This is an optimization exercise on Yosys and OpenROAD, whose aim is small area, a short achievable clock period and few clock cycles, not a production implementation.
Function was checked by simulation only, so behaviour that the tests miss may differ from the original.

== before ==
// fzac_coder
module fzac_coder (
    input  wire        clk,
    input  wire        rst,
    input  wire        cmd_valid,
    output wire        cmd_ready,
    input  wire [7:0]  cmd_op,
    input  wire [31:0] cmd_a0,
    input  wire [31:0] cmd_a1,
    input  wire [31:0] cmd_a2,
    output reg         rsp_valid,
    output reg  [2:0]  rsp_err,
    output reg  [31:0] rsp_res,
    output wire        out_valid,
    input  wire        out_ready,
    output wire [7:0]  out_data,
    input  wire        in_valid,
    output wire        in_ready,
    input  wire [7:0]  in_data,
    input  wire        in_end
);
    localparam [7:0] OP_NOP          = 8'h00;
    localparam [7:0] OP_SOFT_RESET   = 8'h01;
    localparam [7:0] OP_ENC_START    = 8'h10;
    localparam [7:0] OP_ENC_INTERVAL = 8'h11;
    localparam [7:0] OP_ENC_CLOSE    = 8'h12;
    localparam [7:0] OP_DEC_START    = 8'h20;
    localparam [7:0] OP_DEC_COUNT    = 8'h21;
    localparam [7:0] OP_DEC_REMOVE   = 8'h22;
    localparam [2:0] E_OK       = 3'd0;
    localparam [2:0] E_ILLEGAL  = 3'd1;
    localparam [2:0] E_PROTOCOL = 3'd2;
    localparam [2:0] E_INTERVAL = 3'd3;
    localparam [2:0] E_DESYNC   = 3'd4;
    localparam [26:0] TOP_VALUE     = 27'h7FFFFFF;
    localparam [1:0] M_IDLE = 2'd0;
    localparam [1:0] M_ENC  = 2'd1;
    localparam [1:0] M_DEC  = 2'd2;
    localparam [3:0] S_IDLE    = 4'd0;
    localparam [3:0] S_ITER    = 4'd1;
  ...
Size in the first run: roughly 450 flip-flops.
export LEC_CHECK = 0
export ABC_AREA = 1
export CAP_MARGIN = 20
export CORE_MARGIN = 2
export CORE_UTILIZATION = 40
export SLEW_MARGIN = 20
create_clock -name core_clock -period 13.0 [get_ports {clk}]
standard.sh (not shown) runs the stock make flow with config.mk's settings and CLKGATE_MAP_FILE= SYNTH_SCRIPT=/design/flow/synth_recipe.tcl, a recipe that flattens the netlist after the stock synthesis.
==> flow/flow/run.sh <==
#!/bin/bash
# The standard layout, with two changes to how it is made (the SDC keeps
# the design's period and I/O constraints):
#  - ORFS timing repair aims below the clock constraint, so the achieved
#    period drops;
#  - ports are buffered with a plain buffer instead of the default delay cell.
set -uo pipefail
bash standard.sh SETUP_SLACK_MARGIN=8.5 TNS_END_PERCENT=100 \
    "BUFFER_PORTS_ARGS=-buffer_cell sky130_fd_sc_hd__buf_2" finish > make_finish.log 2>&1
Testbench counts of before, summed over its fixed seeds: cycles 360,657.
What after does differently from before at the input level:
-- flow/design.v --
<<< before, line 39
    localparam [3:0] S_ITER    = 4'd1;
    localparam [3:0] S_FIN     = 4'd2;
    localparam [3:0] S_FIN2    = 4'd3;
    localparam [3:0] S_ERENORM = 4'd4;
    localparam [3:0] S_FOLLOW  = 4'd5;
>>> after, line 39
    localparam [3:0] S_ITER    = 4'd1;
    localparam [3:0] S_FIN     = 4'd2;
    localparam [3:0] S_ERENORM = 4'd4;
    localparam [3:0] S_FOLLOW  = 4'd5;
<<< before, line 159
    wire [1:0] hi_nx = (e1 || e2) ? high[25:24] : {1'b1, high[24]};
    wire eany_nx = !hi_nx[1] || lo_nx[1] || (lo_nx == 2'b01 && hi_nx == 2'b10);
    wire eany_fin = !qh[26] || ql[26] || (ql[26:25] == 2'b01 && qh[26:25] == 2'b10);
    wire do_dec = idle_like && pend;
    task put_bit(input b);
>>> after, line 158
    wire [1:0] hi_nx = (e1 || e2) ? high[25:24] : {1'b1, high[24]};
    wire eany_nx = !hi_nx[1] || lo_nx[1] || (lo_nx == 2'b01 && hi_nx == 2'b10);
    wire eany_fin = !nh_w[26] || nl_w[26] || (nl_w[26:25] == 2'b01 && nh_w[26:25] == 2'b10);
    wire desync   = (vcnt <= {1'b0, ql}) || (vcnt > qh);
    wire do_dec = idle_like && pend;
    task put_bit(input b);
<<< before, line 394
                        end
                        default: begin
                            ql    <= nl_w;
                            qh    <= {1'b0, nh_w};
                            state <= S_FIN2;
                        end
                    endcase
                end
                S_FIN2: begin
                    if (value < ql || value > qh[26:0]) begin
                        respond(E_DESYNC);
                        state <= S_IDLE;
                    end else begin
                        low   <= ql;
                        high  <= qh[26:0];
                        if (eany_fin) begin
                            state <= S_DRENORM;
                        end else begin
                            respond(E_OK);
                            state <= S_IDLE;
                        end
                    end
                end
                S_ERENORM: begin
>>> after, line 394
                        end
                        default: begin
                            if (desync) begin
                                respond(E_DESYNC);
                                state <= S_IDLE;
                            end else begin
                                low   <= nl_w;
                                high  <= nh_w;
                                if (eany_fin) begin
                                    state <= S_DRENORM;
                                end else begin
                                    respond(E_OK);
                                    state <= S_IDLE;
                                end
                            end
                        end
                    endcase
                end
                S_ERENORM: begin
--- outcome ---
- after: full flow OK, the timing, design-rule and antenna checks passed
- Via count came out lower on after than on before.
- Against before as the reference, after delivers a higher critical path depth.
- Any difference in final-layout clock-cell area share between before and after is small enough to ignore.
- In after, the synthesized area came out about 2.3% below the value in before.
- The worst setup slack in after was lower than what before gave.
- Die area | after < before
Testbench counts of after, summed over its fixed seeds: cycles 356,430.

fzac_coder, a different RTL version from the one above (not shown whole).
For scale: ~170 I/O pins, roughly 43000 um2 of cells after synthesis.
// fzac_coder
module fzac_coder (
    input  wire        clk,
    input  wire        rst,
    input  wire        cmd_valid,
    output wire        cmd_ready,
    input  wire [7:0]  cmd_op,
    input  wire [31:0] cmd_a0,
    input  wire [31:0] cmd_a1,
    input  wire [31:0] cmd_a2,
    output reg         rsp_valid,
    output reg  [2:0]  rsp_err,
    output reg  [31:0] rsp_res,
    output wire        out_valid,
    input  wire        out_ready,
    output wire [7:0]  out_data,
    input  wire        in_valid,
    output wire        in_ready,
    input  wire [7:0]  in_data,
    input  wire        in_end
);
clock: 13.0 ns
lec_check: 0
abc_area: 1
cap_margin: 20
core_margin: 2
core_utilization: 40
slew_margin: 20
Scripts as last shown in full above: flow/flow/run.sh
Testbench counts at the start, summed over its fixed seeds: cycles 365,057.
Edit:
--- a/flow/design.v
+++ b/flow/design.v
@@ -33,17 +33,16 @@
     localparam [2:0] E_DESYNC   = 3'd4;
     localparam [26:0] TOP_VALUE     = 27'h7FFFFFF;
     localparam [1:0] M_IDLE = 2'd0;
     localparam [1:0] M_ENC  = 2'd1;
     localparam [1:0] M_DEC  = 2'd2;
     localparam [3:0] S_IDLE    = 4'd0;
     localparam [3:0] S_ITER    = 4'd1;
     localparam [3:0] S_FIN     = 4'd2;
-    localparam [3:0] S_FIN2    = 4'd3;
     localparam [3:0] S_ERENORM = 4'd4;
     localparam [3:0] S_FOLLOW  = 4'd5;
     localparam [3:0] S_DRENORM = 4'd6;
     localparam [3:0] S_PRIME   = 4'd7;
     localparam [3:0] S_CLOSE   = 4'd8;
     localparam [3:0] S_PAD     = 4'd9;
     localparam [3:0] S_CDRAIN  = 4'd10;
     localparam [3:0] S_SDRAIN  = 4'd11;
@@ -152,17 +151,18 @@
     wire can_put  = !put_full || !obuf_v;
     wire ib_have  = (icnt != 4'd0);
     wire bit_ok   = ib_have || nbv || in_end_r;
     wire bit_val  = ib_have ? ib[7] : (nbv ? nb[7] : 1'b0);
     wire idle_like = (state == S_IDLE) || (state == S_ERENORM && !eany);
     wire [1:0] lo_nx = (e1 || e2) ? low[25:24]  : {1'b0, low[24]};
     wire [1:0] hi_nx = (e1 || e2) ? high[25:24] : {1'b1, high[24]};
     wire eany_nx = !hi_nx[1] || lo_nx[1] || (lo_nx == 2'b01 && hi_nx == 2'b10);
-    wire eany_fin = !qh[26] || ql[26] || (ql[26:25] == 2'b01 && qh[26:25] == 2'b10);
+    wire eany_fin = !nh_w[26] || nl_w[26] || (nl_w[26:25] == 2'b01 && nh_w[26:25] == 2'b10);
+    wire desync   = (vcnt <= {1'b0, ql}) || (vcnt > qh);
     wire do_dec = idle_like && pend;
     task put_bit(input b);
         begin
             if (put_full) begin
                 obuf   <= {oacc, b};
                 obuf_v <= 1'b1;
                 ocnt   <= 3'd0;
                 oacc   <= 7'd0;
@@ -366,37 +366,32 @@
                         end
                         C_DCNT: begin
                             rsp_valid <= 1'b1;
                             rsp_err   <= E_OK;
                             rsp_res   <= {7'd0, qh[24:0] - {24'd0, (acch == 27'd0)}};
                             state     <= S_IDLE;
                         end
                         default: begin
-                            ql    <= nl_w;
-                            qh    <= {1'b0, nh_w};
-                            state <= S_FIN2;
+                            if (desync) begin
+                                respond(E_DESYNC);
+                                state <= S_IDLE;
+                            end else begin
+                                low   <= nl_w;
+                                high  <= nh_w;
+                                if (eany_fin) begin
+                                    state <= S_DRENORM;
+                                end else begin
+                                    respond(E_OK);
+                                    state <= S_IDLE;
+                                end
+                            end
                         end
                     endcase
                 end
-                S_FIN2: begin
-                    if (value < ql || value > qh[26:0]) begin
-                        respond(E_DESYNC);
-                        state <= S_IDLE;
-                    end else begin
-                        low   <= ql;
-                        high  <= qh[26:0];
-                        if (eany_fin) begin
-                            state <= S_DRENORM;
-                        end else begin
-                            respond(E_OK);
-                            state <= S_IDLE;
-                        end
-                    end
-                end
                 S_ERENORM: begin
                     if (e1 || e2) begin
                         if (can_put) begin
                             put_bit(e2);
                             fbit <= !e2;
                             low  <= {low[25:0], 1'b0};
                             high <= {high[25:0], 1'b1};
                             if (btf != 16'd0)
Result:
- The new run passed the timing, design-rule and antenna checks
- core utilization grows by 0.74 points
- wire length goes down by 1.9%
- setup slack loses 0.31 ns
- die area increases by 0.77%
- count of clock-buffer cells in the layout came out lower by 7
- cell area grows by 2.9%
- non-clock buffer count came out higher by 26
- clock skew went down by 0.0064 ns
- global-route usage shrinks by 0.58 points
- via count rises by 0.86%
Testbench counts after the change, summed over its fixed seeds: cycles 360,830.

==> afterwards: timing with drivers on the ports <==
The flow's constraints put no driver on any port. The routed layouts listed below were extracted and timed again, unchanged, in two steps.
Step 1: set_driving_cell puts a clkbuf_16 on clk and a buf_2 on each other input, an assumption about the parent block.
Step 2, shift: input delay + t, output delay - t, t = (earliest + latest rising clock arrival at the registers) / 2. This alone moves slack from input paths to output paths.
a / b / c = no drivers / after step 1 / after step 2; a / b = the first two.
run | shift t [ns] | setup WS [ns] | latest minus earliest clock arrival (ns)
before | 0.792 | 8.613 / 8.613 / 8.613 | 0.058 / 0.058
after | 0.783 | 8.054 / 8.054 / 8.054 | 0.061 / 0.061
the first run of note 2 | 0.764 | 8.606 / 8.606 / 8.606 | 0.049 / 0.048
the second run of note 2 | 0.769 | 8.293 / 8.293 / 8.293 | 0.042 / 0.042
After both steps every run listed still meets setup and hold.
